Background: an optimization exercise with open tools, aiming at small area. Do not read the settings as production practice. Only simulation tests tie the RTL to the original design; equivalence was not proved. Power is estimated from default activity; no workload was simulated.

==> design.v <==
module ycc_to_rgb (
    input  wire        clk,
    input  wire        rst,           
    input  wire        in_valid,
    input  wire        in_mode,       
    input  wire [2:0]  in_cll,        
    input  wire [15:0] in_e0,         
    input  wire [15:0] in_e1,         
    input  wire [15:0] in_e2,         
    output reg         out_valid,
    output wire [31:0] out_pixel      
);
  wire [15:0] y    = in_e0;
  wire [15:0] cb   = in_e1;
  wire [15:0] cr   = in_e2;
  wire [15:0] y_n  = ~in_e0;
  wire [15:0] cb_n = ~in_e1;
  wire [15:0] cr_n = ~in_e2;
  wire [7:0]  yy   = in_e0[7:0];
  wire [15:0] co_w = {8'd0, in_e1[7:0]} << in_cll;
  wire [15:0] cg_w = {8'd0, in_e2[7:0]} << in_cll;
  wire [7:0]  co   = co_w[8:1];
  wire [7:0]  cg   = cg_w[8:1];
  wire [7:0]  co_n = ~co;
  wire [7:0]  cg_n = ~cg;
  wire ri1 = ~cr_n[13];
  wire rs2, rc3;
  ha u_rs2 (cr_n[14], cr_n[12], rs2, rc3);
  wire rs4, rc5;
  fa u_rs4 (cr[15], cr_n[13], cr[11], rs4, rc5);
  wire rs6, rc7;
  fa u_rs6 (y[0], cr_n[14], cr[12], rs6, rc7);
  wire rs8, rc9;
  fa u_rs8 (y[1], cr[15], cr[13], rs8, rc9);
  wire rs10, rc11;
  fa u_rs10 (cr_n[9], cr[6], cr_n[4], rs10, rc11);
  wire rs12, rc13;
  fa u_rs12 (y[2], cr[14], cr_n[10], rs12, rc13);
  wire rs14, rc15;
  fa u_rs14 (cr[7], cr_n[5], cr_n[3], rs14, rc15);
  wire rs16, rc17;
  fa u_rs16 (y[3], cr_n[15], cr_n[11], rs16, rc17);
  wire rs18, rc19;
  ha u_rs18 (cr[8], cr_n[6], rs18, rc19);
  wire rs20, rc21;
  fa u_rs20 (y[4], cr_n[12], cr[9], rs20, rc21);
  wire ri22 = ~cr_n[7];
  wire rs23, rc24;
  fa u_rs23 (y[5], cr_n[13], cr[10], rs23, rc24);
  wire ri25 = ~cr_n[8];
  wire rs26, rc27;
  fa u_rs26 (y[6], cr_n[14], cr[11], rs26, rc27);
  wire ri28 = ~cr_n[9];
  wire rs29, rc30;
  fa u_rs29 (y[7], cr[15], cr[12], rs29, rc30);
  wire ri31 = ~y[8];
  wire ri32 = ~y[9];
  wire ri33 = ~cr_n[8];
  wire rs34, rc35;
  ha u_rs34 (cr_n[9], cr_n[7], rs34, rc35);
  wire rs36, rc37;
  ha u_rs36 (cr_n[10], cr_n[8], rs36, rc37);
  wire rs38, rc39;
  fa u_rs38 (cr_n[11], cr_n[9], cr[7], rs38, rc39);
  wire rs40, rc41;
  fa u_rs40 (cr_n[12], cr_n[10], cr[8], rs40, rc41);
  wire rs42, rc43;
  fa u_rs42 (cr_n[11], cr[9], cr_n[5], rs42, rc43);
  wire rs44, rc45;
  ha u_rs44 (cr[2], cr_n[0], rs44, rc45);
  wire rs46, rc47;
  fa u_rs46 (cr_n[13], cr[10], cr_n[6], rs46, rc47);
  wire rs48, rc49;
  fa u_rs48 (cr[3], cr_n[1], rs2, rs48, rc49);
  wire rs50, rc51;
  fa u_rs50 (cr_n[7], cr[4], cr_n[2], rs50, rc51);
  wire rs52, rc53;
  fa u_rs52 (cr_n[0], rc3, rs4, rs52, rc53);
  wire rs54, rc55;
  fa u_rs54 (cr_n[8], cr[5], cr_n[3], rs54, rc55);
  wire rs56, rc57;
  fa u_rs56 (cr_n[1], rc5, rs6, rs56, rc57);
  wire rs58, rc59;
  fa u_rs58 (cr_n[2], cr[0], rc7, rs58, rc59);
  wire rs60, rc61;
  fa u_rs60 (1'b1, rs8, rs10, rs60, rc61);
  wire rs62, rc63;
  fa u_rs62 (cr[1], rc9, rc11, rs62, rc63);
  wire rs64, rc65;
  fa u_rs64 (1'b1, rs12, rs14, rs64, rc65);
  wire rs66, rc67;
  fa u_rs66 (cr_n[4], cr[2], rs18, rs66, rc67);
  wire rs68, rc69;
  fa u_rs68 (rc13, rc15, rs16, rs68, rc69);
  wire rs70, rc71;
  fa u_rs70 (cr_n[5], cr[3], ri22, rs70, rc71);
  wire rs72, rc73;
  fa u_rs72 (rc19, rc17, rs20, rs72, rc73);
  wire rs74, rc75;
  fa u_rs74 (cr_n[7], cr_n[6], cr[4], rs74, rc75);
  wire rs76, rc77;
  fa u_rs76 (ri25, rc21, rs23, rs76, rc77);
  wire rs78, rc79;
  fa u_rs78 (cr_n[8], cr_n[7], cr[5], rs78, rc79);
  wire rs80, rc81;
  fa u_rs80 (ri28, rc24, rs26, rs80, rc81);
  wire rs82, rc83;
  fa u_rs82 (cr_n[9], cr_n[10], cr_n[8], rs82, rc83);
  wire rs84, rc85;
  fa u_rs84 (cr[6], rc27, rs29, rs84, rc85);
  wire rs86, rc87;
  fa u_rs86 (cr[13], cr_n[11], cr_n[9], rs86, rc87);
  wire rs88, rc89;
  fa u_rs88 (cr[7], ri31, rc30, rs88, rc89);
  wire rs90, rc91;
  fa u_rs90 (y[8], cr[14], cr_n[12], rs90, rc91);
  wire rs92, rc93;
  fa u_rs92 (cr_n[10], cr[8], ri32, rs92, rc93);
  wire rs94, rc95;
  fa u_rs94 (y[9], y[10], cr_n[15], rs94, rc95);
  wire rs96, rc97;
  fa u_rs96 (cr_n[13], cr_n[11], cr[9], rs96, rc97);
  wire rs98, rc99;
  fa u_rs98 (y[11], cr_n[14], cr_n[12], rs98, rc99);
  wire ri100 = ~cr[10];
  wire rs101, rc102;
  fa u_rs101 (y[12], cr[15], cr_n[13], rs101, rc102);
  wire ri103 = ~cr[11];
  wire rs104, rc105;
  fa u_rs104 (y[13], cr_n[14], cr[12], rs104, rc105);
  wire rs106, rc107;
  ha u_rs106 (cr_n[6], cr[4], rs106, rc107);
  wire rs108, rc109;
  fa u_rs108 (cr_n[8], cr[5], cr_n[1], rs108, rc109);
  wire rs110, rc111;
  fa u_rs110 (cr[6], cr_n[2], rc35, rs110, rc111);
  wire rs112, rc113;
  fa u_rs112 (cr_n[3], cr[0], rc37, rs112, rc113);
  wire rs114, rc115;
  fa u_rs114 (cr_n[4], cr[1], rc39, rs114, rc115);
  wire rs116, rc117;
  fa u_rs116 (ri1, rs44, rc41, rs116, rc117);
  wire rs118, rc119;
  fa u_rs118 (rc45, rc43, rs46, rs118, rc119);
  wire rs120, rc121;
  fa u_rs120 (rc47, rs50, rc49, rs120, rc121);
  wire rs122, rc123;
  fa u_rs122 (rc51, rs54, rc53, rs122, rc123);
  wire rs124, rc125;
  fa u_rs124 (rc55, rc57, rs58, rs124, rc125);
  wire rs126, rc127;
  fa u_rs126 (rc59, rc61, rs62, rs126, rc127);
  wire rs128, rc129;
  fa u_rs128 (rs66, rc63, rc65, rs128, rc129);
  wire rs130, rc131;
  fa u_rs130 (rs70, rc67, rc69, rs130, rc131);
  wire rs132, rc133;
  fa u_rs132 (rs74, rc71, rc73, rs132, rc133);
  wire rs134, rc135;
  fa u_rs134 (rc75, rs78, rc77, rs134, rc135);
  wire rs136, rc137;
  fa u_rs136 (rc79, rs82, rc81, rs136, rc137);
  wire rs138, rc139;
  fa u_rs138 (rc83, rs86, rc85, rs138, rc139);
  wire rs140, rc141;
  fa u_rs140 (rc87, rs90, rs92, rs140, rc141);
  wire rs142, rc143;
  fa u_rs142 (rc91, rs94, rs96, rs142, rc143);
  wire rs144, rc145;
  fa u_rs144 (ri100, rc95, rc97, rs144, rc145);
  wire rs146, rc147;
  fa u_rs146 (cr[10], ri103, rc99, rs146, rc147);
  wire rs148, rc149;
  fa u_rs148 (cr[11], rc102, rs104, rs148, rc149);
  wire rs150, rc151;
  fa u_rs150 (y[14], cr[15], cr[13], rs150, rc151);
  wire ri152 = ~cr_n[2];
  wire rs153, rc154;
  ha u_rs153 (cr_n[3], cr_n[1], rs153, rc154);
  wire rs155, rc156;
  fa u_rs155 (cr_n[4], cr_n[2], cr[0], rs155, rc156);
  wire rs157, rc158;
  fa u_rs157 (cr_n[5], cr_n[3], cr[1], rs157, rc158);
  wire rs159, rc160;
  fa u_rs159 (cr_n[6], cr_n[4], cr[2], rs159, rc160);
  wire rs161, rc162;
  fa u_rs161 (cr_n[7], cr_n[5], cr[3], rs161, rc162);
  wire rs163, rc164;
  fa u_rs163 (cr_n[0], ri33, rs106, rs163, rc164);
  wire rs165, rc166;
  fa u_rs165 (rc107, rs34, rs108, rs165, rc166);
  wire rs167, rc168;
  fa u_rs167 (rs36, rc109, rs110, rs167, rc168);
  wire rs169, rc170;
  fa u_rs169 (rs38, rc111, rs112, rs169, rc170);
  wire rs171, rc172;
  fa u_rs171 (rs40, rc113, rs114, rs171, rc172);
  wire rs173, rc174;
  fa u_rs173 (rs42, rc115, rs116, rs173, rc174);
  wire rs175, rc176;
  fa u_rs175 (rs48, rc117, rs118, rs175, rc176);
  wire rs177, rc178;
  fa u_rs177 (rc119, rs52, rs120, rs177, rc178);
  wire rs179, rc180;
  fa u_rs179 (rs56, rc121, rs122, rs179, rc180);
  wire rs181, rc182;
  fa u_rs181 (rs60, rc123, rs124, rs181, rc182);
  wire rs183, rc184;
  fa u_rs183 (rs64, rc125, rs126, rs183, rc184);
  wire rs185, rc186;
  fa u_rs185 (rs68, rc127, rs128, rs185, rc186);
  wire rs187, rc188;
  fa u_rs187 (rs72, rc129, rs130, rs187, rc188);
  wire rs189, rc190;
  fa u_rs189 (rs76, rc131, rs132, rs189, rc190);
  wire rs191, rc192;
  fa u_rs191 (rs80, rc133, rs134, rs191, rc192);
  wire rs193, rc194;
  fa u_rs193 (rs84, rc135, rs136, rs193, rc194);
  wire rs195, rc196;
  fa u_rs195 (rs88, rc137, rs138, rs195, rc196);
  wire rs197, rc198;
  fa u_rs197 (rc89, rs140, rc139, rs197, rc198);
  wire rs199, rc200;
  fa u_rs199 (rc93, rs142, rc141, rs199, rc200);
  wire rs201, rc202;
  fa u_rs201 (rs98, rc143, rs144, rs201, rc202);
  wire rs203, rc204;
  fa u_rs203 (rs101, rc145, rs146, rs203, rc204);
  wire rs205, rc206;
  fa u_rs205 (1'b1, rc147, rs148, rs205, rc206);
  wire rs207, rc208;
  fa u_rs207 (rc105, rs150, rc149, rs207, rc208);
  wire rs209, rc210;
  fa u_rs209 (y_n[15], cr[14], rc151, rs209, rc210);
  wire [21:0] r_cy;
  assign r_cy[0] = 1'b0;
  wire r_G0 = ((cr_n[2] & rs153) | ((cr_n[2] | rs153) & ((ri152 & cr_n[0]) | ((ri152 | cr_n[0]) & ((cr_n[1] & 1'b0) | ((cr_n[1] | 1'b0) & (1'b1 & cr_n[0])))))));
  wire r_P0 = (1'b1 | cr_n[0]) & (cr_n[1] | 1'b0) & (ri152 | cr_n[0]) & (cr_n[2] | rs153);
  assign r_cy[4] = r_G0 | (r_P0 & r_cy[0]);
  wire r_G4 = ((rc160 & rs161) | ((rc160 | rs161) & ((rc158 & rs159) | ((rc158 | rs159) & ((rc156 & rs157) | ((rc156 | rs157) & (rc154 & rs155)))))));
  wire r_P4 = (rc154 | rs155) & (rc156 | rs157) & (rc158 | rs159) & (rc160 | rs161);
  assign r_cy[8] = r_G4 | (r_P4 & r_cy[4]);
  wire r_G8 = ((rc168 & rs169) | ((rc168 | rs169) & ((rc166 & rs167) | ((rc166 | rs167) & ((rc164 & rs165) | ((rc164 | rs165) & (rc162 & rs163)))))));
  wire r_P8 = (rc162 | rs163) & (rc164 | rs165) & (rc166 | rs167) & (rc168 | rs169);
  assign r_cy[12] = r_G8 | (r_P8 & r_cy[8]);
  wire r_G12 = ((rc176 & rs177) | ((rc176 | rs177) & ((rc174 & rs175) | ((rc174 | rs175) & ((rc172 & rs173) | ((rc172 | rs173) & (rc170 & rs171)))))));
  wire r_P12 = (rc170 | rs171) & (rc172 | rs173) & (rc174 | rs175) & (rc176 | rs177);
  assign r_cy[16] = r_G12 | (r_P12 & r_cy[12]);
  wire r_G16 = ((rc184 & rs185) | ((rc184 | rs185) & ((rc182 & rs183) | ((rc182 | rs183) & ((rc180 & rs181) | ((rc180 | rs181) & (rc178 & rs179)))))));
  wire r_P16 = (rc178 | rs179) & (rc180 | rs181) & (rc182 | rs183) & (rc184 | rs185);
  assign r_cy[20] = r_G16 | (r_P16 & r_cy[16]);
  wire r_G20 = (rc186 & rs187);
  wire r_P20 = (rc186 | rs187);
  assign r_cy[21] = r_G20 | (r_P20 & r_cy[20]);
  wire r1s211, r1c212;
  fa u_r1s211 (yy[0], co[0], cg_n[0], r1s211, r1c212);
  wire r1s213, r1c214;
  fa u_r1s213 (yy[1], co[1], cg_n[1], r1s213, r1c214);
  wire r1s215, r1c216;
  fa u_r1s215 (yy[2], co[2], cg_n[2], r1s215, r1c216);
  wire r1s217, r1c218;
  fa u_r1s217 (yy[3], co[3], cg_n[3], r1s217, r1c218);
  wire r1s219, r1c220;
  fa u_r1s219 (yy[4], co[4], cg_n[4], r1s219, r1c220);
  wire r1s221, r1c222;
  fa u_r1s221 (yy[5], co[5], cg_n[5], r1s221, r1c222);
  wire r1s223, r1c224;
  fa u_r1s223 (yy[6], co[6], cg_n[6], r1s223, r1c224);
  wire r1s225, r1c226;
  fa u_r1s225 (yy[7], co[7], cg_n[7], r1s225, r1c226);
  wire r_ci = r_cy[21] | in_mode;
  wire r_a0 = in_mode ? r1s211 : rc188;
  wire r_a1 = in_mode ? r1s213 : rc190;
  wire r_a2 = in_mode ? r1s215 : rc192;
  wire r_a3 = in_mode ? r1s217 : rc194;
  wire r_a4 = in_mode ? r1s219 : rc196;
  wire r_a5 = in_mode ? r1s221 : rc198;
  wire r_a6 = in_mode ? r1s223 : rc200;
  wire r_a7 = in_mode ? r1s225 : rc202;
  wire r_b0 = rs189 & ~in_mode;
  wire r_b1 = in_mode ? r1c212 : rs191;
  wire r_b2 = in_mode ? r1c214 : rs193;
  wire r_b3 = in_mode ? r1c216 : rs195;
  wire r_b4 = in_mode ? r1c218 : rs197;
  wire r_b5 = in_mode ? r1c220 : rs199;
  wire r_b6 = in_mode ? r1c222 : rs201;
  wire r_b7 = in_mode ? r1c224 : rs203;
  wire rs227, rc228;
  fa u_rs227 (r_a0, r_b0, r_ci, rs227, rc228);
  wire rs229, rc230;
  fa u_rs229 (r_a1, r_b1, rc228, rs229, rc230);
  wire rs231, rc232;
  fa u_rs231 (r_a2, r_b2, rc230, rs231, rc232);
  wire rs233, rc234;
  fa u_rs233 (r_a3, r_b3, rc232, rs233, rc234);
  wire r_sk0 = ((r_a3 & r_b3) | ((r_a3 | r_b3) & ((r_a2 & r_b2) | ((r_a2 | r_b2) & ((r_a1 & r_b1) | ((r_a1 | r_b1) & (r_a0 & r_b0))))))) | ((r_a0 | r_b0) & (r_a1 | r_b1) & (r_a2 | r_b2) & (r_a3 | r_b3) & r_ci);
  wire rs235, rc236;
  fa u_rs235 (r_a4, r_b4, r_sk0, rs235, rc236);
  wire rs237, rc238;
  fa u_rs237 (r_a5, r_b5, rc236, rs237, rc238);
  wire rs239, rc240;
  fa u_rs239 (r_a6, r_b6, rc238, rs239, rc240);
  wire rs241, rc242;
  fa u_rs241 (r_a7, r_b7, rc240, rs241, rc242);
  wire [7:0] r_m = {rs241, rs239, rs237, rs235, rs233, rs231, rs229, rs227};
  wire rs243, rc244;
  ha u_rs243 (rc204, rs205, rs243, rc244);
  wire rs245, rc246;
  fa u_rs245 (rc206, rs207, rc244, rs245, rc246);
  wire rs247, rc248;
  fa u_rs247 (rc208, rs209, rc246, rs247, rc248);
  wire rs249, rc250;
  fa u_rs249 (rc210, cr_n[15], rc248, rs249, rc250);
  wire ri251 = ~rc250;
  wire [4:0] r_t = {ri251, rs249, rs247, rs245, rs243};
  wire r_in0 = rc242 ? (&r_t) : ~(|r_t);
  wire [2:0] r_k = {r1c226, cg[7], co[7]};
  wire r_q0 = (r_k == 3'b000) | (r_k == 3'b101) | (r_k == 3'b011);
  wire r_q1 = (r_k == 3'b100) | (r_k == 3'b010) | (r_k == 3'b111);
  wire r_qn = (r_k == 3'b001);
  wire r_in1 = rc242 ? r_q0 : r_q1;
  wire r_ng1 = rc242 ? r_qn : (r_qn | r_q0);
  wire r_in = in_mode ? r_in1 : r_in0;
  wire r_hi = in_mode ? ~r_ng1 : ~r_t[4];
  wire [7:0] r_o = r_in ? r_m : {8{r_hi}};
  wire gi252 = ~cb[14];
  wire gs253, gc254;
  fa u_gs253 (y[0], cb_n[15], cb[5], gs253, gc254);
  wire gs255, gc256;
  fa u_gs255 (cb[3], cb_n[1], cr[15], gs255, gc256);
  wire gs257, gc258;
  fa u_gs257 (y[1], cb[6], cb[4], gs257, gc258);
  wire gi259 = ~cb_n[2];
  wire gs260, gc261;
  fa u_gs260 (y[2], cb[7], cb[5], gs260, gc261);
  wire gi262 = ~cb_n[3];
  wire gs263, gc264;
  fa u_gs263 (y[3], cb[8], cb[6], gs263, gc264);
  wire gi265 = ~cb_n[4];
  wire gs266, gc267;
  fa u_gs266 (y[4], cb[9], cb[7], gs266, gc267);
  wire gi268 = ~y[5];
  wire gi269 = ~y[6];
  wire gs270, gc271;
  ha u_gs270 (cb[12], cb[2], gs270, gc271);
  wire gs272, gc273;
  fa u_gs272 (cb[13], cb[3], cb[1], gs272, gc273);
  wire gs274, gc275;
  ha u_gs274 (cr_n[13], cr[9], gs274, gc275);
  wire gs276, gc277;
  fa u_gs276 (cb[4], cb[2], cb_n[0], gs276, gc277);
  wire gs278, gc279;
  fa u_gs278 (cr_n[14], cr[10], cr[7], gs278, gc279);
  wire gs280, gc281;
  ha u_gs280 (cr[4], cr[1], gs280, gc281);
  wire gs282, gc283;
  fa u_gs282 (cb[14], cr[11], cr[8], gs282, gc283);
  wire gs284, gc285;
  fa u_gs284 (cr[5], cr[2], cr_n[0], gs284, gc285);
  wire gs286, gc287;
  fa u_gs286 (1'b1, gs253, gs255, gs286, gc287);
  wire gs288, gc289;
  fa u_gs288 (cr[12], cr[9], cr[6], gs288, gc289);
  wire gs290, gc291;
  fa u_gs290 (cr[3], cr_n[1], gi259, gs290, gc291);
  wire gs292, gc293;
  fa u_gs292 (gc254, gc256, gs257, gs292, gc293);
  wire gs294, gc295;
  fa u_gs294 (cb_n[2], cr[13], cr[10], gs294, gc295);
  wire gs296, gc297;
  fa u_gs296 (cr[7], cr[4], cr_n[2], gs296, gc297);
  wire gs298, gc299;
  fa u_gs298 (gi262, gc258, gs260, gs298, gc299);
  wire gs300, gc301;
  fa u_gs300 (cb_n[3], cr[14], cr[11], gs300, gc301);
  wire gs302, gc303;
  fa u_gs302 (cr[8], cr[5], cr_n[3], gs302, gc303);
  wire gs304, gc305;
  fa u_gs304 (gi265, gc261, gs263, gs304, gc305);
  wire gs306, gc307;
  fa u_gs306 (cb_n[4], cb_n[5], cr_n[15], gs306, gc307);
  wire gs308, gc309;
  fa u_gs308 (cr[12], cr[9], cr[6], gs308, gc309);
  wire gs310, gc311;
  fa u_gs310 (cr_n[4], gc264, gs266, gs310, gc311);
  wire gs312, gc313;
  fa u_gs312 (cb[10], cb[8], cb_n[6], gs312, gc313);
  wire gs314, gc315;
  fa u_gs314 (cr[13], cr[10], cr[7], gs314, gc315);
  wire gs316, gc317;
  fa u_gs316 (cr_n[5], gi268, gc267, gs316, gc317);
  wire gs318, gc319;
  fa u_gs318 (y[5], cb[11], cb[9], gs318, gc319);
  wire gs320, gc321;
  fa u_gs320 (cb_n[7], cr[14], cr[11], gs320, gc321);
  wire gs322, gc323;
  fa u_gs322 (cr[8], cr_n[6], gi269, gs322, gc323);
  wire gs324, gc325;
  fa u_gs324 (y[6], y[7], cb[12], gs324, gc325);
  wire gs326, gc327;
  fa u_gs326 (cb[10], cb_n[8], cr_n[15], gs326, gc327);
  wire gs328, gc329;
  fa u_gs328 (cr[12], cr[9], cr_n[7], gs328, gc329);
  wire gs330, gc331;
  fa u_gs330 (y[8], cb[13], cb[11], gs330, gc331);
  wire gs332, gc333;
  fa u_gs332 (cb_n[9], cr[13], cr[10], gs332, gc333);
  wire gi334 = ~cr_n[8];
  wire gs335, gc336;
  fa u_gs335 (y[9], cb[14], cb[12], gs335, gc336);
  wire gs337, gc338;
  fa u_gs337 (cb_n[10], cr[14], cr[11], gs337, gc338);
  wire gi339 = ~cr_n[9];
  wire gs340, gc341;
  fa u_gs340 (y[10], cb_n[15], cb[13], gs340, gc341);
  wire gs342, gc343;
  fa u_gs342 (cb_n[11], cr_n[15], cr[12], gs342, gc343);
  wire gi344 = ~cr_n[10];
  wire gs345, gc346;
  fa u_gs345 (y[11], cb[14], cb_n[12], gs345, gc346);
  wire gi347 = ~y[12];
  wire gs348, gc349;
  fa u_gs348 (cb[10], cb[0], cr_n[10], gs348, gc349);
  wire gs350, gc351;
  fa u_gs350 (cb[11], cb[1], cr_n[11], gs350, gc351);
  wire gs352, gc353;
  ha u_gs352 (cr[7], cr[4], gs352, gc353);
  wire gs354, gc355;
  fa u_gs354 (cb[0], cr_n[12], cr[8], gs354, gc355);
  wire gs356, gc357;
  fa u_gs356 (cr[5], cr[2], gs270, gs356, gc357);
  wire gs358, gc359;
  fa u_gs358 (cr[6], cr[3], cr[0], gs358, gc359);
  wire gs360, gc361;
  fa u_gs360 (gc271, gs274, gs272, gs360, gc361);
  wire gs362, gc363;
  fa u_gs362 (gi252, gc275, gs280, gs362, gc363);
  wire gs364, gc365;
  fa u_gs364 (gc273, gs276, gs278, gs364, gc365);
  wire gs366, gc367;
  fa u_gs366 (gc281, gc277, gc279, gs366, gc367);
  wire gs368, gc369;
  fa u_gs368 (gs282, gs284, gs286, gs368, gc369);
  wire gs370, gc371;
  fa u_gs370 (gc283, gc285, gs288, gs370, gc371);
  wire gs372, gc373;
  fa u_gs372 (gs290, gc287, gs292, gs372, gc373);
  wire gs374, gc375;
  fa u_gs374 (gc289, gs294, gs296, gs374, gc375);
  wire gs376, gc377;
  fa u_gs376 (gc291, gc293, gs298, gs376, gc377);
  wire gs378, gc379;
  fa u_gs378 (gc295, gc297, gs300, gs378, gc379);
  wire gs380, gc381;
  fa u_gs380 (gs302, gc299, gs304, gs380, gc381);
  wire gs382, gc383;
  fa u_gs382 (gc301, gc303, gs306, gs382, gc383);
  wire gs384, gc385;
  fa u_gs384 (gs308, gc305, gs310, gs384, gc385);
  wire gs386, gc387;
  fa u_gs386 (gc307, gc309, gs312, gs386, gc387);
  wire gs388, gc389;
  fa u_gs388 (gs314, gc311, gs316, gs388, gc389);
  wire gs390, gc391;
  fa u_gs390 (gc313, gc315, gs318, gs390, gc391);
  wire gs392, gc393;
  fa u_gs392 (gs320, gs322, gc317, gs392, gc393);
  wire gs394, gc395;
  fa u_gs394 (gc319, gc321, gs324, gs394, gc395);
  wire gs396, gc397;
  fa u_gs396 (gs326, gs328, gc323, gs396, gc397);
  wire gs398, gc399;
  fa u_gs398 (gi334, gc325, gc327, gs398, gc399);
  wire gs400, gc401;
  fa u_gs400 (gc329, gs330, gs332, gs400, gc401);
  wire gs402, gc403;
  fa u_gs402 (cr_n[8], gi339, gc331, gs402, gc403);
  wire gs404, gc405;
  fa u_gs404 (gc333, gs335, gs337, gs404, gc405);
  wire gs406, gc407;
  fa u_gs406 (cr_n[9], gi344, gc336, gs406, gc407);
  wire gs408, gc409;
  fa u_gs408 (gc338, gs340, gs342, gs408, gc409);
  wire gs410, gc411;
  fa u_gs410 (cr_n[10], cr[13], cr_n[11], gs410, gc411);
  wire gs412, gc413;
  fa u_gs412 (gc341, gc343, gs345, gs412, gc413);
  wire gs414, gc415;
  fa u_gs414 (cb_n[15], cb_n[13], cr[14], gs414, gc415);
  wire gs416, gc417;
  fa u_gs416 (cr_n[12], gi347, gc346, gs416, gc417);
  wire gs418, gc419;
  fa u_gs418 (y[12], y[13], cb_n[14], gs418, gc419);
  wire gs420, gc421;
  ha u_gs420 (cr_n[15], cr_n[13], gs420, gc421);
  wire gs422, gc423;
  ha u_gs422 (y[14], cb[15], gs422, gc423);
  wire gs424, gc425;
  ha u_gs424 (cb[7], cr_n[7], gs424, gc425);
  wire gs426, gc427;
  fa u_gs426 (cb[8], cr_n[8], cr[4], gs426, gc427);
  wire gs428, gc429;
  fa u_gs428 (cb[9], cr_n[9], cr[5], gs428, gc429);
  wire gs430, gc431;
  fa u_gs430 (cr[6], cr[3], cr[0], gs430, gc431);
  wire gs432, gc433;
  fa u_gs432 (cr[1], gs352, gc349, gs432, gc433);
  wire gs434, gc435;
  fa u_gs434 (gc353, gc351, gs354, gs434, gc435);
  wire gs436, gc437;
  fa u_gs436 (gc355, gs358, gc357, gs436, gc437);
  wire gs438, gc439;
  fa u_gs438 (gc359, gs362, gc361, gs438, gc439);
  wire gs440, gc441;
  fa u_gs440 (gc363, gc365, gs366, gs440, gc441);
  wire gs442, gc443;
  fa u_gs442 (gc367, gs370, gc369, gs442, gc443);
  wire gs444, gc445;
  fa u_gs444 (gc371, gs374, gc373, gs444, gc445);
  wire gs446, gc447;
  fa u_gs446 (gc375, gs378, gc377, gs446, gc447);
  wire gs448, gc449;
  fa u_gs448 (gc379, gs382, gc381, gs448, gc449);
  wire gs450, gc451;
  fa u_gs450 (gc383, gs386, gc385, gs450, gc451);
  wire gs452, gc453;
  fa u_gs452 (gc387, gs390, gs392, gs452, gc453);
  wire gs454, gc455;
  fa u_gs454 (gc391, gs394, gs396, gs454, gc455);
  wire gs456, gc457;
  fa u_gs456 (gc395, gs398, gc397, gs456, gc457);
  wire gs458, gc459;
  fa u_gs458 (gc399, gc401, gs402, gs458, gc459);
  wire gs460, gc461;
  fa u_gs460 (gc403, gc405, gs406, gs460, gc461);
  wire gs462, gc463;
  fa u_gs462 (gs410, gc407, gc409, gs462, gc463);
  wire gs464, gc465;
  fa u_gs464 (gc411, gs414, gc413, gs464, gc465);
  wire gs466, gc467;
  fa u_gs466 (gs420, gc415, gs418, gs466, gc467);
  wire gs468, gc469;
  fa u_gs468 (cr_n[14], gc421, gs422, gs468, gc469);
  wire gs470, gc471;
  fa u_gs470 (y_n[15], cr[15], gc423, gs470, gc471);
  wire gi472 = ~cb[0];
  wire gs473, gc474;
  ha u_gs473 (cb[1], cr_n[1], gs473, gc474);
  wire gs475, gc476;
  ha u_gs475 (cb[2], cr_n[2], gs475, gc476);
  wire gs477, gc478;
  ha u_gs477 (cb[3], cr_n[3], gs477, gc478);
  wire gs479, gc480;
  fa u_gs479 (cb[4], cr_n[4], cr[0], gs479, gc480);
  wire gs481, gc482;
  fa u_gs481 (cb[5], cr_n[5], cr[1], gs481, gc482);
  wire gs483, gc484;
  fa u_gs483 (cb[6], cr_n[6], cr[2], gs483, gc484);
  wire gs485, gc486;
  fa u_gs485 (cr[3], cr[0], gs424, gs485, gc486);
  wire gs487, gc488;
  fa u_gs487 (cr[1], gc425, gs426, gs487, gc488);
  wire gs489, gc490;
  fa u_gs489 (cr[2], gc427, gs428, gs489, gc490);
  wire gs491, gc492;
  fa u_gs491 (gc429, gs430, gs348, gs491, gc492);
  wire gs493, gc494;
  fa u_gs493 (gc431, gs350, gs432, gs493, gc494);
  wire gs495, gc496;
  fa u_gs495 (gs356, gc433, gs434, gs495, gc496);
  wire gs497, gc498;
  fa u_gs497 (gc435, gs360, gs436, gs497, gc498);
  wire gs499, gc500;
  fa u_gs499 (gs364, gc437, gs438, gs499, gc500);
  wire gs501, gc502;
  fa u_gs501 (gc439, gs440, gs368, gs501, gc502);
  wire gs503, gc504;
  fa u_gs503 (gc441, gs372, gs442, gs503, gc504);
  wire gs505, gc506;
  fa u_gs505 (gs376, gc443, gs444, gs505, gc506);
  wire gs507, gc508;
  fa u_gs507 (gs380, gc445, gs446, gs507, gc508);
  wire gs509, gc510;
  fa u_gs509 (gs384, gc447, gs448, gs509, gc510);
  wire gs511, gc512;
  fa u_gs511 (gs388, gc449, gs450, gs511, gc512);
  wire gs513, gc514;
  fa u_gs513 (gc389, gs452, gc451, gs513, gc514);
  wire gs515, gc516;
  fa u_gs515 (gc393, gs454, gc453, gs515, gc516);
  wire gs517, gc518;
  fa u_gs517 (gs400, gc455, gs456, gs517, gc518);
  wire gs519, gc520;
  fa u_gs519 (gs404, gc457, gs458, gs519, gc520);
  wire gs521, gc522;
  fa u_gs521 (gs408, gc459, gs460, gs521, gc522);
  wire gs523, gc524;
  fa u_gs523 (gs412, gc461, gs462, gs523, gc524);
  wire gs525, gc526;
  fa u_gs525 (gs416, gc463, gs464, gs525, gc526);
  wire gs527, gc528;
  fa u_gs527 (gc417, gs466, gc465, gs527, gc528);
  wire gs529, gc530;
  fa u_gs529 (gc419, gs468, gc467, gs529, gc530);
  wire gs531, gc532;
  fa u_gs531 (1'b1, gs470, gc469, gs531, gc532);
  wire [21:0] g_cy;
  assign g_cy[0] = 1'b0;
  wire g_G0 = ((gc474 & gs475) | ((gc474 | gs475) & ((cb[0] & gs473) | ((cb[0] | gs473) & ((gi472 & cr_n[0]) | ((gi472 | cr_n[0]) & (1'b0 & 1'b0)))))));
  wire g_P0 = (1'b0 | 1'b0) & (gi472 | cr_n[0]) & (cb[0] | gs473) & (gc474 | gs475);
  assign g_cy[4] = g_G0 | (g_P0 & g_cy[0]);
  wire g_G4 = ((gc482 & gs483) | ((gc482 | gs483) & ((gc480 & gs481) | ((gc480 | gs481) & ((gc478 & gs479) | ((gc478 | gs479) & (gc476 & gs477)))))));
  wire g_P4 = (gc476 | gs477) & (gc478 | gs479) & (gc480 | gs481) & (gc482 | gs483);
  assign g_cy[8] = g_G4 | (g_P4 & g_cy[4]);
  wire g_G8 = ((gc490 & gs491) | ((gc490 | gs491) & ((gc488 & gs489) | ((gc488 | gs489) & ((gc486 & gs487) | ((gc486 | gs487) & (gc484 & gs485)))))));
  wire g_P8 = (gc484 | gs485) & (gc486 | gs487) & (gc488 | gs489) & (gc490 | gs491);
  assign g_cy[12] = g_G8 | (g_P8 & g_cy[8]);
  wire g_G12 = ((gc498 & gs499) | ((gc498 | gs499) & ((gc496 & gs497) | ((gc496 | gs497) & ((gc494 & gs495) | ((gc494 | gs495) & (gc492 & gs493)))))));
  wire g_P12 = (gc492 | gs493) & (gc494 | gs495) & (gc496 | gs497) & (gc498 | gs499);
  assign g_cy[16] = g_G12 | (g_P12 & g_cy[12]);
  wire g_G16 = ((gc506 & gs507) | ((gc506 | gs507) & ((gc504 & gs505) | ((gc504 | gs505) & ((gc502 & gs503) | ((gc502 | gs503) & (gc500 & gs501)))))));
  wire g_P16 = (gc500 | gs501) & (gc502 | gs503) & (gc504 | gs505) & (gc506 | gs507);
  assign g_cy[20] = g_G16 | (g_P16 & g_cy[16]);
  wire g_G20 = (gc508 & gs509);
  wire g_P20 = (gc508 | gs509);
  assign g_cy[21] = g_G20 | (g_P20 & g_cy[20]);
  wire g_ci = g_cy[21] & ~in_mode;
  wire g_a0 = in_mode ? yy[0] : gc510;
  wire g_a1 = in_mode ? yy[1] : gc512;
  wire g_a2 = in_mode ? yy[2] : gc514;
  wire g_a3 = in_mode ? yy[3] : gc516;
  wire g_a4 = in_mode ? yy[4] : gc518;
  wire g_a5 = in_mode ? yy[5] : gc520;
  wire g_a6 = in_mode ? yy[6] : gc522;
  wire g_a7 = in_mode ? yy[7] : gc524;
  wire g_b0 = in_mode ? cg[0] : gs511;
  wire g_b1 = in_mode ? cg[1] : gs513;
  wire g_b2 = in_mode ? cg[2] : gs515;
  wire g_b3 = in_mode ? cg[3] : gs517;
  wire g_b4 = in_mode ? cg[4] : gs519;
  wire g_b5 = in_mode ? cg[5] : gs521;
  wire g_b6 = in_mode ? cg[6] : gs523;
  wire g_b7 = in_mode ? cg[7] : gs525;
  wire gs533, gc534;
  fa u_gs533 (g_a0, g_b0, g_ci, gs533, gc534);
  wire gs535, gc536;
  fa u_gs535 (g_a1, g_b1, gc534, gs535, gc536);
  wire gs537, gc538;
  fa u_gs537 (g_a2, g_b2, gc536, gs537, gc538);
  wire gs539, gc540;
  fa u_gs539 (g_a3, g_b3, gc538, gs539, gc540);
  wire g_sk0 = ((g_a3 & g_b3) | ((g_a3 | g_b3) & ((g_a2 & g_b2) | ((g_a2 | g_b2) & ((g_a1 & g_b1) | ((g_a1 | g_b1) & (g_a0 & g_b0))))))) | ((g_a0 | g_b0) & (g_a1 | g_b1) & (g_a2 | g_b2) & (g_a3 | g_b3) & g_ci);
  wire gs541, gc542;
  fa u_gs541 (g_a4, g_b4, g_sk0, gs541, gc542);
  wire gs543, gc544;
  fa u_gs543 (g_a5, g_b5, gc542, gs543, gc544);
  wire gs545, gc546;
  fa u_gs545 (g_a6, g_b6, gc544, gs545, gc546);
  wire gs547, gc548;
  fa u_gs547 (g_a7, g_b7, gc546, gs547, gc548);
  wire [7:0] g_m = {gs547, gs545, gs543, gs541, gs539, gs537, gs535, gs533};
  wire gs549, gc550;
  ha u_gs549 (gc526, gs527, gs549, gc550);
  wire gs551, gc552;
  fa u_gs551 (gc528, gs529, gc550, gs551, gc552);
  wire gs553, gc554;
  fa u_gs553 (gc530, gs531, gc552, gs553, gc554);
  wire gs555, gc556;
  fa u_gs555 (gc532, gc471, gc554, gs555, gc556);
  wire gi557 = ~gc556;
  wire [4:0] g_t = {gi557, gs555, gs553, gs551, gs549};
  wire g_in0 = gc548 ? (&g_t) : ~(|g_t);
  wire g_in1 = gc548 == cg[7];
  wire g_ng1 = ~gc548 & cg[7];
  wire g_in = in_mode ? g_in1 : g_in0;
  wire g_hi = in_mode ? ~g_ng1 : ~g_t[4];
  wire [7:0] g_o = g_in ? g_m : {8{g_hi}};
  wire bs558, bc559;
  ha u_bs558 (y[1], cb_n[14], bs558, bc559);
  wire bs560, bc561;
  fa u_bs560 (y[2], cb[15], cb[13], bs560, bc561);
  wire bi562 = ~cb[10];
  wire bs563, bc564;
  fa u_bs563 (y[3], cb[14], cb[11], bs563, bc564);
  wire bi565 = ~cb[9];
  wire bs566, bc567;
  fa u_bs566 (y[4], cb_n[15], cb[12], bs566, bc567);
  wire bi568 = ~y[5];
  wire bi569 = ~y[6];
  wire bs570, bc571;
  fa u_bs570 (cb_n[11], cb[9], cb[6], bs570, bc571);
  wire bs572, bc573;
  fa u_bs572 (cb_n[12], cb[10], cb[7], bs572, bc573);
  wire bs574, bc575;
  fa u_bs574 (y[0], cb_n[13], cb[11], bs574, bc575);
  wire bs576, bc577;
  ha u_bs576 (cb[8], cb[6], bs576, bc577);
  wire bs578, bc579;
  fa u_bs578 (cb[12], cb[9], cb[7], bs578, bc579);
  wire bs580, bc581;
  fa u_bs580 (cb_n[3], cb[0], bs558, bs580, bc581);
  wire bs582, bc583;
  fa u_bs582 (cb[8], cb_n[4], cb[1], bs582, bc583);
  wire bs584, bc585;
  fa u_bs584 (bi562, bc559, bs560, bs584, bc585);
  wire bs586, bc587;
  fa u_bs586 (cb[10], cb_n[5], cb[2], bs586, bc587);
  wire bs588, bc589;
  fa u_bs588 (bi565, bc561, bs563, bs588, bc589);
  wire bs590, bc591;
  fa u_bs590 (cb[9], cb[10], cb_n[6], bs590, bc591);
  wire bs592, bc593;
  fa u_bs592 (cb[3], bc564, bs566, bs592, bc593);
  wire bs594, bc595;
  fa u_bs594 (cb[13], cb[11], cb_n[7], bs594, bc595);
  wire bs596, bc597;
  fa u_bs596 (cb[4], bi568, bc567, bs596, bc597);
  wire bs598, bc599;
  fa u_bs598 (y[5], cb[14], cb[12], bs598, bc599);
  wire bs600, bc601;
  fa u_bs600 (cb_n[8], cb[5], bi569, bs600, bc601);
  wire bs602, bc603;
  fa u_bs602 (y[6], y[7], cb_n[15], bs602, bc603);
  wire bs604, bc605;
  fa u_bs604 (cb[13], cb_n[9], cb[6], bs604, bc605);
  wire bs606, bc607;
  fa u_bs606 (y[8], cb[14], cb_n[10], bs606, bc607);
  wire bi608 = ~cb[7];
  wire bs609, bc610;
  fa u_bs609 (y[9], cb_n[15], cb_n[11], bs609, bc610);
  wire bi611 = ~y[10];
  wire bi612 = ~y[11];
  wire bs613, bc614;
  ha u_bs613 (cb_n[7], cb[5], bs613, bc614);
  wire bs615, bc616;
  fa u_bs615 (cb_n[8], cb[6], cb[3], bs615, bc616);
  wire bs617, bc618;
  fa u_bs617 (cb_n[9], cb[7], cb[4], bs617, bc618);
  wire bs619, bc620;
  fa u_bs619 (cb_n[10], cb[8], cb[5], bs619, bc620);
  wire bs621, bc622;
  fa u_bs621 (cb[4], cb_n[0], bs570, bs621, bc622);
  wire bs623, bc624;
  fa u_bs623 (cb[5], cb_n[1], bc571, bs623, bc624);
  wire bs625, bc626;
  fa u_bs625 (cb_n[2], bs576, bc573, bs625, bc626);
  wire bs627, bc628;
  fa u_bs627 (bc577, bc575, bs578, bs627, bc628);
  wire bs629, bc630;
  fa u_bs629 (bc579, bs582, bc581, bs629, bc630);
  wire bs631, bc632;
  fa u_bs631 (bc583, bs586, bc585, bs631, bc632);
  wire bs633, bc634;
  fa u_bs633 (bc587, bs590, bc589, bs633, bc634);
  wire bs635, bc636;
  fa u_bs635 (bc591, bs594, bc593, bs635, bc636);
  wire bs637, bc638;
  fa u_bs637 (bc595, bs598, bs600, bs637, bc638);
  wire bs639, bc640;
  fa u_bs639 (bc599, bs602, bs604, bs639, bc640);
  wire bs641, bc642;
  fa u_bs641 (bi608, bc603, bc605, bs641, bc642);
  wire bs643, bc644;
  fa u_bs643 (cb[7], cb[8], bc607, bs643, bc644);
  wire bs645, bc646;
  fa u_bs645 (cb_n[12], cb[9], bi611, bs645, bc646);
  wire bs647, bc648;
  fa u_bs647 (y[10], cb_n[13], cb[10], bs647, bc648);
  wire bs649, bc650;
  fa u_bs649 (y[11], y[12], cb_n[14], bs649, bc650);
  wire bs651, bc652;
  fa u_bs651 (y[13], cb[15], cb[12], bs651, bc652);
  wire bi653 = ~y[14];
  wire bs654, bc655;
  ha u_bs654 (cb_n[5], cb[3], bs654, bc655);
  wire bs656, bc657;
  fa u_bs656 (cb_n[6], cb[4], cb[1], bs656, bc657);
  wire bs658, bc659;
  fa u_bs658 (cb[2], cb[0], bs613, bs658, bc659);
  wire bs660, bc661;
  fa u_bs660 (cb[1], bc614, bs615, bs660, bc661);
  wire bs662, bc663;
  fa u_bs662 (cb[2], bc616, bs617, bs662, bc663);
  wire bs664, bc665;
  fa u_bs664 (cb[3], bc618, bs619, bs664, bc665);
  wire bs666, bc667;
  fa u_bs666 (1'b1, bc620, bs621, bs666, bc667);
  wire bs668, bc669;
  fa u_bs668 (bs572, bc622, bs623, bs668, bc669);
  wire bs670, bc671;
  fa u_bs670 (bs574, bc624, bs625, bs670, bc671);
  wire bs672, bc673;
  fa u_bs672 (bs580, bc626, bs627, bs672, bc673);
  wire bs674, bc675;
  fa u_bs674 (bc628, bs584, bs629, bs674, bc675);
  wire bs676, bc677;
  fa u_bs676 (bs588, bc630, bs631, bs676, bc677);
  wire bs678, bc679;
  fa u_bs678 (bs592, bc632, bs633, bs678, bc679);
  wire bs680, bc681;
  fa u_bs680 (bs596, bc634, bs635, bs680, bc681);
  wire bs682, bc683;
  fa u_bs682 (bc597, bs637, bc636, bs682, bc683);
  wire bs684, bc685;
  fa u_bs684 (bc601, bs639, bc638, bs684, bc685);
  wire bs686, bc687;
  fa u_bs686 (bs606, bc640, bs641, bs686, bc687);
  wire bs688, bc689;
  fa u_bs688 (bs609, bc642, bs643, bs688, bc689);
  wire bs690, bc691;
  fa u_bs690 (bc610, bs645, bc644, bs690, bc691);
  wire bs692, bc693;
  fa u_bs692 (bi612, bs647, bc646, bs692, bc693);
  wire bs694, bc695;
  fa u_bs694 (cb[11], bc648, bs649, bs694, bc695);
  wire bs696, bc697;
  fa u_bs696 (1'b1, bc650, bs651, bs696, bc697);
  wire bs698, bc699;
  fa u_bs698 (cb[13], bi653, bc652, bs698, bc699);
  wire bs700, bc701;
  fa u_bs700 (y[14], y_n[15], cb[14], bs700, bc701);
  wire [21:0] b_cy;
  assign b_cy[0] = 1'b0;
  wire b_G0 = ((1'b1 & cb_n[0]) | ((1'b1 | cb_n[0]) & ((1'b0 & 1'b0) | ((1'b0 | 1'b0) & ((1'b0 & 1'b0) | ((1'b0 | 1'b0) & (1'b0 & 1'b0)))))));
  wire b_P0 = (1'b0 | 1'b0) & (1'b0 | 1'b0) & (1'b0 | 1'b0) & (1'b1 | cb_n[0]);
  assign b_cy[4] = b_G0 | (b_P0 & b_cy[0]);
  wire b_G4 = ((cb_n[4] & cb[2]) | ((cb_n[4] | cb[2]) & ((cb_n[3] & cb[1]) | ((cb_n[3] | cb[1]) & ((cb_n[2] & cb[0]) | ((cb_n[2] | cb[0]) & (cb_n[1] & 1'b0)))))));
  wire b_P4 = (cb_n[1] | 1'b0) & (cb_n[2] | cb[0]) & (cb_n[3] | cb[1]) & (cb_n[4] | cb[2]);
  assign b_cy[8] = b_G4 | (b_P4 & b_cy[4]);
  wire b_G8 = ((bc659 & bs660) | ((bc659 | bs660) & ((bc657 & bs658) | ((bc657 | bs658) & ((bc655 & bs656) | ((bc655 | bs656) & (bs654 & cb[0])))))));
  wire b_P8 = (bs654 | cb[0]) & (bc655 | bs656) & (bc657 | bs658) & (bc659 | bs660);
  assign b_cy[12] = b_G8 | (b_P8 & b_cy[8]);
  wire b_G12 = ((bc667 & bs668) | ((bc667 | bs668) & ((bc665 & bs666) | ((bc665 | bs666) & ((bc663 & bs664) | ((bc663 | bs664) & (bc661 & bs662)))))));
  wire b_P12 = (bc661 | bs662) & (bc663 | bs664) & (bc665 | bs666) & (bc667 | bs668);
  assign b_cy[16] = b_G12 | (b_P12 & b_cy[12]);
  wire b_G16 = ((bc675 & bs676) | ((bc675 | bs676) & ((bc673 & bs674) | ((bc673 | bs674) & ((bc671 & bs672) | ((bc671 | bs672) & (bc669 & bs670)))))));
  wire b_P16 = (bc669 | bs670) & (bc671 | bs672) & (bc673 | bs674) & (bc675 | bs676);
  assign b_cy[20] = b_G16 | (b_P16 & b_cy[16]);
  wire b_G20 = (bc677 & bs678);
  wire b_P20 = (bc677 | bs678);
  assign b_cy[21] = b_G20 | (b_P20 & b_cy[20]);
  wire b1s702, b1c703;
  fa u_b1s702 (yy[0], co_n[0], cg_n[0], b1s702, b1c703);
  wire b1s704, b1c705;
  fa u_b1s704 (yy[1], co_n[1], cg_n[1], b1s704, b1c705);
  wire b1s706, b1c707;
  fa u_b1s706 (yy[2], co_n[2], cg_n[2], b1s706, b1c707);
  wire b1s708, b1c709;
  fa u_b1s708 (yy[3], co_n[3], cg_n[3], b1s708, b1c709);
  wire b1s710, b1c711;
  fa u_b1s710 (yy[4], co_n[4], cg_n[4], b1s710, b1c711);
  wire b1s712, b1c713;
  fa u_b1s712 (yy[5], co_n[5], cg_n[5], b1s712, b1c713);
  wire b1s714, b1c715;
  fa u_b1s714 (yy[6], co_n[6], cg_n[6], b1s714, b1c715);
  wire b1s716, b1c717;
  fa u_b1s716 (yy[7], co_n[7], cg_n[7], b1s716, b1c717);
  wire b_ci = b_cy[21] | in_mode;
  wire b_a0 = in_mode ? b1s702 : bc679;
  wire b_a1 = in_mode ? b1s704 : bc681;
  wire b_a2 = in_mode ? b1s706 : bc683;
  wire b_a3 = in_mode ? b1s708 : bc685;
  wire b_a4 = in_mode ? b1s710 : bc687;
  wire b_a5 = in_mode ? b1s712 : bc689;
  wire b_a6 = in_mode ? b1s714 : bc691;
  wire b_a7 = in_mode ? b1s716 : bc693;
  wire b_b0 = bs680 | in_mode;
  wire b_b1 = in_mode ? b1c703 : bs682;
  wire b_b2 = in_mode ? b1c705 : bs684;
  wire b_b3 = in_mode ? b1c707 : bs686;
  wire b_b4 = in_mode ? b1c709 : bs688;
  wire b_b5 = in_mode ? b1c711 : bs690;
  wire b_b6 = in_mode ? b1c713 : bs692;
  wire b_b7 = in_mode ? b1c715 : bs694;
  wire bs718, bc719;
  fa u_bs718 (b_a0, b_b0, b_ci, bs718, bc719);
  wire bs720, bc721;
  fa u_bs720 (b_a1, b_b1, bc719, bs720, bc721);
  wire bs722, bc723;
  fa u_bs722 (b_a2, b_b2, bc721, bs722, bc723);
  wire bs724, bc725;
  fa u_bs724 (b_a3, b_b3, bc723, bs724, bc725);
  wire b_sk0 = ((b_a3 & b_b3) | ((b_a3 | b_b3) & ((b_a2 & b_b2) | ((b_a2 | b_b2) & ((b_a1 & b_b1) | ((b_a1 | b_b1) & (b_a0 & b_b0))))))) | ((b_a0 | b_b0) & (b_a1 | b_b1) & (b_a2 | b_b2) & (b_a3 | b_b3) & b_ci);
  wire bs726, bc727;
  fa u_bs726 (b_a4, b_b4, b_sk0, bs726, bc727);
  wire bs728, bc729;
  fa u_bs728 (b_a5, b_b5, bc727, bs728, bc729);
  wire bs730, bc731;
  fa u_bs730 (b_a6, b_b6, bc729, bs730, bc731);
  wire bs732, bc733;
  fa u_bs732 (b_a7, b_b7, bc731, bs732, bc733);
  wire [7:0] b_m = {bs732, bs730, bs728, bs726, bs724, bs722, bs720, bs718};
  wire bs734, bc735;
  ha u_bs734 (bc695, bs696, bs734, bc735);
  wire bs736, bc737;
  fa u_bs736 (bc697, bs698, bc735, bs736, bc737);
  wire bs738, bc739;
  fa u_bs738 (bc699, bs700, bc737, bs738, bc739);
  wire bs740, bc741;
  fa u_bs740 (bc701, cb_n[15], bc739, bs740, bc741);
  wire bi742 = ~bc741;
  wire [4:0] b_t = {bi742, bs740, bs738, bs736, bs734};
  wire b_in0 = bc733 ? (&b_t) : ~(|b_t);
  wire [2:0] b_k = {b1c717, cg[7], co[7]};
  wire b_q0 = (b_k == 3'b000);
  wire b_q1 = (b_k == 3'b100) | (b_k == 3'b010) | (b_k == 3'b001);
  wire b_q2 = (b_k == 3'b110) | (b_k == 3'b101) | (b_k == 3'b011);
  wire b_in1 = bc733 ? b_q1 : b_q2;
  wire b_ng1 = bc733 ? b_q0 : (b_q0 | b_q1);
  wire b_in = in_mode ? b_in1 : b_in0;
  wire b_hi = in_mode ? ~b_ng1 : ~b_t[4];
  wire [7:0] b_o = b_in ? b_m : {8{b_hi}};
  reg [23:0] pix;
  always @(posedge clk) begin
    if (rst) out_valid <= 1'b0;
    else     out_valid <= in_valid;
    pix <= {b_o, g_o, r_o};
  end
  assign out_pixel = {8'hff, pix};
endmodule
module fa (input wire a, input wire b, input wire c, output wire s, output wire co);
  assign s  = a ^ b ^ c;
  assign co = (a & b) | (a & c) | (b & c);
endmodule
module xr (input wire a, input wire b, output wire s);
  assign s = a ^ b;
endmodule
module maj (input wire a, input wire b, input wire c, output wire co);
  assign co = (a & b) | (a & c) | (b & c);
endmodule
module ha (input wire a, input wire b, output wire s, output wire co);
  assign s  = a ^ b;
  assign co = a & b;
endmodule
==> flow/run.sh <==
#!/bin/bash
# The standard layout with two changes:
#  - the synthesis is the standard flow's (synth_recipe.tcl), except that its final ABC
#    mapping uses flow/abc_map.script (area-oriented mapping) instead of ORFS's
#    speed script;
#  - the input port buffers are sky130_fd_sc_hd__buf_1 cells, and so are the output port
#    buffers sky130_fd_sc_hd__buf_1 cells (flow/outbuf.tcl, before the resizing
#    step after global placement).
set -euo pipefail
here=$(pwd)
{
  echo "# synth_recipe.tcl, with the final ABC mapping done by $here/flow/abc_map.script"
  echo "proc abc {args} {"
  echo "  set i [lsearch -exact \$args -script]"
  echo "  if {\$i >= 0} { lset args [expr {\$i + 1}] $here/flow/abc_map.script }"
  echo "  yosys abc {*}\$args"
  echo "}"
  cat "$here/synth_recipe.tcl"
} > "$here/synth_area.tcl"
bash standard.sh SYNTH_SCRIPT="$here/synth_area.tcl" \
  BUFFER_PORTS_ARGS="-inputs -buffer_cell sky130_fd_sc_hd__buf_1" \
  PRE_RESIZE_TCL="$here/flow/outbuf.tcl" finish > standard_flow.log 2>&1
==> flow/abc_map.script <==
strash
dch
amap
topo
stime -c
==> flow/outbuf.tcl <==
# Output port buffers, made from sky130_fd_sc_hd__buf_1 cells (the outputs only
# drive the fixed 0.01 pF load); the input port buffers were made at global
# placement.
buffer_ports -outputs -buffer_cell sky130_fd_sc_hd__buf_1
==> standard.sh <==
#!/bin/bash
# synth_recipe.tcl (not shown) runs the flow's synth.tcl, then flattens the netlist and writes it again
# the make line also repeats each setting of config.mk as NAME=value (left out here)
make -C /OpenROAD-flow-scripts/flow DESIGN_CONFIG=/design/flow/config.mk WORK_HOME=/design/flow/orfs CLKGATE_MAP_FILE= SYNTH_SCRIPT=/design/flow/synth_recipe.tcl "${@:-finish}"
==> config.mk <==
export PLATFORM = sky130hd
export DESIGN_NAME = ycc_to_rgb
export DESIGN_NICKNAME = ycc_to_rgb
export VERILOG_FILES = /design/flow/design.v
export SDC_FILE = /design/flow/constraint.sdc
export NUM_CORES = 4
export LEC_CHECK = 0
export CAP_MARGIN = 20
export CORE_MARGIN = 2
export CORE_UTILIZATION = 65
export CTS_BUF_LIST = sky130_fd_sc_hd__clkbuf_8
export PLACE_DENSITY = 0.75
export SLEW_MARGIN = 20
export SYNTH_HIERARCHICAL = 1
export SYNTH_MINIMUM_KEEP_SIZE = 0
==> constraint.sdc <==
create_clock -name core_clock -period 10.0 [get_ports {clk}]
set_input_delay 2.0000 -clock core_clock [delete_from_list [all_inputs] [get_ports {clk}]]
set_output_delay 2.0000 -clock core_clock [all_outputs]
set_load 0.01 [all_outputs]
==> flow_metrics.tcl, run 1 <==
set metrics [dict create \
    synth.largest_area_cell "sky130_fd_sc_hd__fa_1" \
    wire_length_of_the_first_global_routing_pass_mm 46.8 \
    cp.arrival_ns 9.71 \
    fraction_of_layout_instances_using_a_drive_strength_above_1_pct 5.20 \
    routed_wire_length_per_instance_um 26.8 \
    flops_latches_synth 25 \
    final_design_area_no_fill_sq_mm 0.0106 \
    final_antenna_net_count 0 \
    globalRouteTotalUtil_pct 40.5 \
    synthTopCellsByArea "sky130_fd_sc_hd__fa_1 68%, sky130_fd_sc_hd__dfxtp_1 5.1%, sky130_fd_sc_hd__clkinv_1 3.9%" \
    crit_required_ns 10.20 \
    critPathMaxStageDelay_ns 0.72 \
    placement_rows 44 \
    num_vias 7427 \
    post-synth-top-count-cell "sky130_fd_sc_hd__fa_1" \
    rsz0062_at_grt "false" \
    clock.fmax_mhz 105 \
    placement.cell_area_sq_mm 0.0106 \
    fin_ws_ns 0.489 \
    startpoint_type "primary input" \
    postSynth.asyncResetShare_pct 0 \
    final_cycle_share_pct 95.1 \
    route.detailed.drc 0 \
    cpMaxStageDelayCell "sky130_fd_sc_hd__o32ai_1" \
    crit_type "in2reg" \
    placedCellCount 1122 \
    h-tree-depth 1 \
    power_density_mw_per_mm2 181 \
    ys_dominant_reg_cell "sky130_fd_sc_hd__dfxtp_1" \
    final.fill_count 1041 \
    max_cap_viol_count 0 \
    core_sq_mm 0.0146 \
    most_frequent_cells_after_synthesis "331 x sky130_fd_sc_hd__fa_1, 101 x sky130_fd_sc_hd__clkinv_1, 68 x sky130_fd_sc_hd__nor2_1, 43 x sky130_fd_sc_hd__o22ai_1, 41 x sky130_fd_sc_hd__o21ai_0" \
    layout-area-overhead-vs-synth_pct 9.26 \
    holdCritPathClass "in2reg" \
    die-area_sq_mm 0.0160 \
    syn-mean-instance-area_sq_um 12.0 \
    fin_nets 1354 \
    hold_viol 0 \
    hold-worst-slack_ns 1.85 \
    worst_tran_pin_value_ns 0.996 \
    register_area_sq_um 500 \
    leakagePower_nw 3.97 \
    number_of_flops_mapped_to_enable_cells_by_yosys 0 \
    final.min_clock_period_ns 9.51 \
    pin_count 88 \
    maxSlewHeadroom_pct 33.6 \
    first_pass_iters 6 \
    setup-tns-final_ns 0 \
    finalPower_mw 1.93 \
    detailedPlacementHpwl_mm 25.3 \
    yosysUniqueCellTypes 39 \
    cts-buffers-inserted 3 \
    finalSetupViolCount 0 \
    floorplan.die.height_um 126 \
    io_buffers 54 \
    syn_inst 810 \
    timing.critical_path.to_type "flip-flop" \
    place.gp.congestion 1.02 \
    ys.warnings.count 7 \
    multi_input_area_sq_mm 0.00887 \
    synth_top_area_share_pct 68.0 \
    finalNonFillerCells 1127 \
    globalRouteOverflowTotal 0 \
    cts.sinks 25 \
    initial_core_util_pct 66.8 \
    dp_slack_ns 0.259 \
    pins_over_slew_limit 0 \
    grt_pass1_vias 8336 \
    grt_max_degree 61 \
    critPathMaxFanout 9 \
    cts.root.buffer_cell "sky130_fd_sc_hd__clkbuf_8" \
    cts_buffer_depth 2 \
    detail_route.vias_per_cell 6.59 \
    synth.yosys.seq_area_share_pct 5.13 \
    cp_cell_sequence "buf_1 > fa_1 > fa_1 > fa_1 > fa_1 > fa_1 > o22ai_1 > nor2_1 > a221oi_1 > nor2_1 > nor2_1 > o21bai_1 > a21boi_0 > nor2_1 > a221o_1 > fa_1 > fa_1 > fa_1 > fa_1 > clkinv_1 > nor3_1 > o32ai_1 > o21ai_0 > o21ai_0" \
    drt_iter0_drc 828 \
    grt_antenna_before_repair 0 \
    post_route_core_utilization_pct 73.0 \
    critPathMostFrequentCell "sky130_fd_sc_hd__fa_1" \
    run_status "complete, no violations" \
    chipWidth_um 126 \
    clock_transition_at_the_registers_of_the_reported_paths_ns 0.10 \
    routed_wirelength_mm 30.2 \
    clock_tree_from_tritoncts "built" \
    cts-hold-fix-buffers 0 \
    worst_voltage_drop_across_the_vdd_grid_mv 0.120 \
    syn-cell-area_sq_mm 0.00975 \
]
Yosys stat by module (local to each module, per instance):
module | cells inside | copies in the design | flip-flops and latches
ycc_to_rgb | 455 | 1 | 25
fa | 1 | 331 | 0
ha | 1 | 24 | 0
placed cells by master (no fill, tap or decap), types with 25 or more instances in the layout:
cell and n:
sky130_fd_sc_hd__clkinv_1 101, sky130_fd_sc_hd__dfxtp_1 25, sky130_fd_sc_hd__ha_1 25, sky130_fd_sc_hd__buf_1 78, sky130_fd_sc_hd__a22o_1 29, sky130_fd_sc_hd__o21ai_0 41
sky130_fd_sc_hd__nor2_1 68, sky130_fd_sc_hd__buf_4 43, sky130_fd_sc_hd__fa_1 331, sky130_fd_sc_hd__nand2_1 28, sky130_fd_sc_hd__o22ai_1 43
timing repair:
action / CTS / global route
gates resized for setup: 0 / 1
buffers inserted: 0 / 0
endpoints found under the setup margin: 0 / 7
path summary, 6_finish.rpt:
path / startpoint / end / slack (ns) / cells after the start
max: in_e2[15] / pix[10] / 0.49 / 24
min: rst / out_valid / 1.85 / 2
kinds of logic (layout without fill, tap and decap cells):
family	after synthesis	after routing	synth area share [%]
buffers and inverters	109	227	4.51
adders and majority gates	356	356	71.2
other	1	16	0.0385
DFF	25	25	5.13
and+or+nand+nor	132	132	5.92
AOI/OAI and AO/OA	187	187	13.2
registers in the layout, summed over array words and instances (netlist names):
name / cells
pix: 24
out_valid: 1
cell type report:
class | count | share of cell area (%)
diodes | 1 | 0.0235
repair buffers | 122 | 5.83
flip-flops and latches | 25 | 4.70
clock inverters | 1 | 0.0705
inverters | 101 | 3.56
well taps | 184 | 2.16
multi-input cells | 690 | 83.3
clock buffers | 3 | 0.388
worst max-delay path: cells and delay by family:
| kind | cells | cell delay [ns] |
|---|---|---|
| adders and majority gates | 9 | 3.94 |
| buffers and inverters | 2 | 0.71 |
| AOI/OAI and AO/OA | 8 | 2.64 |
| and+or+nand+nor | 5 | 0.41 |
power breakdown:
| part | switching [mW] | internal, mW | leakage (nW) |
|---|---|---|---|
| clock | 0.0375 | 0.0284 | 0.0217 |
| sequential | 0.0191 | 0.154 | 0.211 |
| combinational | 0.963 | 0.725 | 3.74 |
| total | 1.02 | 0.907 | 3.97 |
layer usage:
metal | vias to the layer above | wire length (um) | global-route usage (%) | part of all wire (%)
li1 | 2994 | - | - | -
met1 | 3839 | 10700 | 54.1 | 35
met2 | 484 | 14500 | 63.8 | 48
met3 | 110 | 3410 | 11.6 | 11
met4 | 0 | 1580 | 16.4 | 5.3
met5 | - | 0 | 0 | 0
==> run 2: changes to the inputs <==
--- a/flow/run.sh
+++ b/flow/run.sh
@@ -3,7 +3,7 @@
 #  - the synthesis is the standard flow's (synth_recipe.tcl), except that its final ABC
 #    mapping uses flow/abc_map.script (area-oriented mapping) instead of ORFS's
 #    speed script;
-#  - the input port buffers are sky130_fd_sc_hd__buf_1 cells, and so are the output port
+#  - the input port buffers are sky130_fd_sc_hd__buf_2 cells, the output port
 #    buffers sky130_fd_sc_hd__buf_1 cells (flow/outbuf.tcl, before the resizing
 #    step after global placement).
 set -euo pipefail
@@ -18,5 +18,5 @@
   cat "$here/synth_recipe.tcl"
 } > "$here/synth_area.tcl"
 bash standard.sh SYNTH_SCRIPT="$here/synth_area.tcl" \
-  BUFFER_PORTS_ARGS="-inputs -buffer_cell sky130_fd_sc_hd__buf_1" \
+  BUFFER_PORTS_ARGS="-inputs -buffer_cell sky130_fd_sc_hd__buf_2" \
   PRE_RESIZE_TCL="$here/flow/outbuf.tcl" finish > standard_flow.log 2>&1
==> run 2 against run 1 <==
Net effect: still clean; synthesized cell count unchanged; die area unchanged; flip-flop and latch count unchanged; combinational power about the same; sequential share of layout area increased by 0.084 points; critical endpoint is now pix[11].
==> flow_metrics.tcl, run 2 <==
set metrics [dict create \
    setup-tns-final_ns 0 \
    post-cts-setup-buffers 0 \
    diodes 0 \
    power_density_mw_per_mm2 184 \
    h-tree-depth 1 \
    leakagePower_nw 3.97 \
    holdCritPathClass "in2reg" \
    routed_wirelength_mm 30.4 \
    final_cycle_share_pct 92.6 \
    globalRouteOverflowTotal 0 \
    detailedPlacementHpwl_mm 25.3 \
    wire_length_of_the_first_global_routing_pass_mm 47.8 \
    place.gp.congestion 1.08 \
    rsz0062_at_grt "false" \
    ys_dominant_reg_cell "sky130_fd_sc_hd__dfxtp_1" \
    timing.critical_path.to_type "flip-flop" \
    cts-hold-fix-buffers 0 \
    io_buffers 54 \
    grt.met2_usage_pct 66.1 \
    final.min_clock_period_ns 9.26 \
    fin_nets 1321 \
    die-area_sq_mm 0.0160 \
    finalNonFillerCells 1093 \
    cts.root.buffer_cell "sky130_fd_sc_hd__clkbuf_8" \
    chipWidth_um 126 \
    finalPower_mw 1.92 \
    post-synth-top-count-cell "sky130_fd_sc_hd__fa_1" \
    ys.warnings.count 7 \
    maxSlewHeadroom_pct 31.2 \
    fin_ws_ns 0.743 \
    initial_core_util_pct 66.8 \
    clock_tree_from_tritoncts "built" \
    worst_voltage_drop_across_the_vdd_grid_mv 0.0939 \
    layout-area-overhead-vs-synth_pct 7.34 \
    detail_route.vias_per_cell 6.72 \
    dp_slack_ns 0.232 \
    biggestRegsByFlops "pix: 24 flops, out_valid: 1 flops" \
    synthTopCellsByArea "sky130_fd_sc_hd__fa_1 68%, sky130_fd_sc_hd__dfxtp_1 5.1%, sky130_fd_sc_hd__clkinv_1 3.9%" \
    crit_type "in2reg" \
    final.fill_count 1080 \
    clock.fmax_mhz 108 \
    postSynth.asyncResetShare_pct 0 \
    route.detailed.drc 0 \
    placedCellCount 1089 \
    synth.yosys.seq_area_share_pct 5.13 \
    first_pass_iters 7 \
    placement_rows 44 \
    critPathMaxStageDelay_ns 0.69 \
    run_status "complete, no violations" \
    largest-register "pix" \
    cts_buffer_depth 2 \
    grt_max_degree 47 \
    drt_iter0_drc 866 \
    cpMaxStageDelayCell "sky130_fd_sc_hd__o32ai_1" \
    syn-cell-area_sq_mm 0.00975 \
    pin_count 88 \
    startpoint_type "primary input" \
    floorplan.die.height_um 126 \
    yosysUniqueCellTypes 39 \
    finalSetupViolCount 0 \
    routed_wire_length_per_instance_um 27.8 \
    critPathMaxFanout 9 \
    globalRouteTotalUtil_pct 41.3 \
    worst_tran_pin_value_ns 1.03 \
    max_cap_viol_count 0 \
    core_sq_mm 0.0146 \
    crit_required_ns 10.20 \
    worst_path_dominant_cell_family "adder cells" \
    syn_inst 810 \
    number_of_flops_mapped_to_enable_cells_by_yosys 0 \
    gr-usage-met3_pct 13.4 \
    fraction_of_layout_instances_using_a_drive_strength_above_1_pct 7.59 \
    clock_transition_at_the_registers_of_the_reported_paths_ns 0.10 \
    synth_top_area_share_pct 68.0 \
    cts.sinks 25 \
    critPathMostFrequentCell "sky130_fd_sc_hd__fa_1" \
    critical_path.n_buffers_inverters 3 \
    final_antenna_net_count 0 \
    syn-mean-instance-area_sq_um 12.0 \
    synth.largest_area_cell "sky130_fd_sc_hd__fa_1" \
    grt_pass1_vias 8430 \
    gr-max-usage-layer "met2" \
    cts-buffers-inserted 3 \
    final_common_cell "sky130_fd_sc_hd__fa_1" \
    cp.arrival_ns 9.46 \
    commonest_cells_after_routing_fill_and_taps_aside "331 x sky130_fd_sc_hd__fa_1, 101 x sky130_fd_sc_hd__clkinv_1, 68 x sky130_fd_sc_hd__nor2_1, 54 x sky130_fd_sc_hd__buf_2, 43 x sky130_fd_sc_hd__o22ai_1" \
    most_frequent_cells_after_synthesis "331 x sky130_fd_sc_hd__fa_1, 101 x sky130_fd_sc_hd__clkinv_1, 68 x sky130_fd_sc_hd__nor2_1, 43 x sky130_fd_sc_hd__o22ai_1, 41 x sky130_fd_sc_hd__o21ai_0" \
    pins_over_slew_limit 0 \
    largest_register_ffs 24 \
    grt_util_met1_pct 54.2 \
    flops_latches_synth 25 \
    hold_viol 0 \
    num_vias 7341 \
    grt_antenna_before_repair 0 \
]
==> run 2: cell counts after synthesis <==
No cell type changed its count.
==> run 2: Yosys stat by module, one instance, submodules excluded <==
module,times used,flip-flops and latches
fa,331,0
ha,24,0
ycc_to_rgb,1,25
==> run 2: final cells by class <==
cell class,count,area [sq um],area share [%]
well taps,184,230,2.20
inverters,101,379,3.62
flip-flops and latches,25,500,4.78
multi-input cells,690,8870,84.8
clock inverters,1,5.00,0.0478
repair buffers,89,439,4.20
clock buffers,3,41.3,0.395
==> run 2: timing repair <==
action / CTS / global route
gates resized for setup: 0 / 1
setup endpoints to repair: 0 / 8
endpoints found under the hold margin: 0 / 0
==> run 2: cells by family after synthesis <==
family / after synthesis / share of synthesized area (%)
adders and majority gates: 356 / 71.2
and+or+nand+nor: 132 / 5.92
other: 1 / 0.0385
DFF: 25 / 5.13
AOI/OAI and AO/OA: 187 / 13.2
buffers and inverters: 109 / 4.51
==> run 2: metrics by stage <==
| step | area (sq um) | utilization [%] | hold slack, ns |
|---|---|---|---|
| 6_report | 10500 | 71.7 | 1.86 |
| 5_1_grt | 10500 | 71.7 | 1.87 |
| 4_1_cts | 10500 | 71.7 | 1.86 |
| 3_5_place_dp | 10400 | 71.3 | 2.17 |
| 3_3_place_gp | 10300 | 70.7 | 2.16 |
| 2_1_floorplan | 9800 | - | 2.07 |
==> run 2: report_power, final <==
part / switching, mW / leakage, nW / internal (mW)
Sequential: 0.0220 / 0.211 / 0.154
Clock: 0.0357 / 0.0255 / 0.0280
Combinational: 0.964 / 3.73 / 0.719
Total: 1.02 / 3.97 / 0.901
==> run 2: worst paths after layout <==
check,from,to,slack (ns),cells after the start
max,in_e1[1],pix[11],0.74,25
min,rst,out_valid,1.86,2
==> run 2: routing by layer <==
metal / routed length, um / part of all wire (%) / vias up
met1: 10600 / 35 / 3763
met2: 14500 / 48 / 528
li1: - / - / 2929
met5: 0 / 0 / -
met3: 3790 / 13 / 121
met4: 1440 / 4.7 / 0

Check on run 2: ideal ports give 0.743 ns setup slack; a clkbuf_16 on the clock port and buf_2 on the inputs give 0.747 ns; moving port delays by the midpoint clock arrival (0.304 ns) as well gives 0.443 ns.
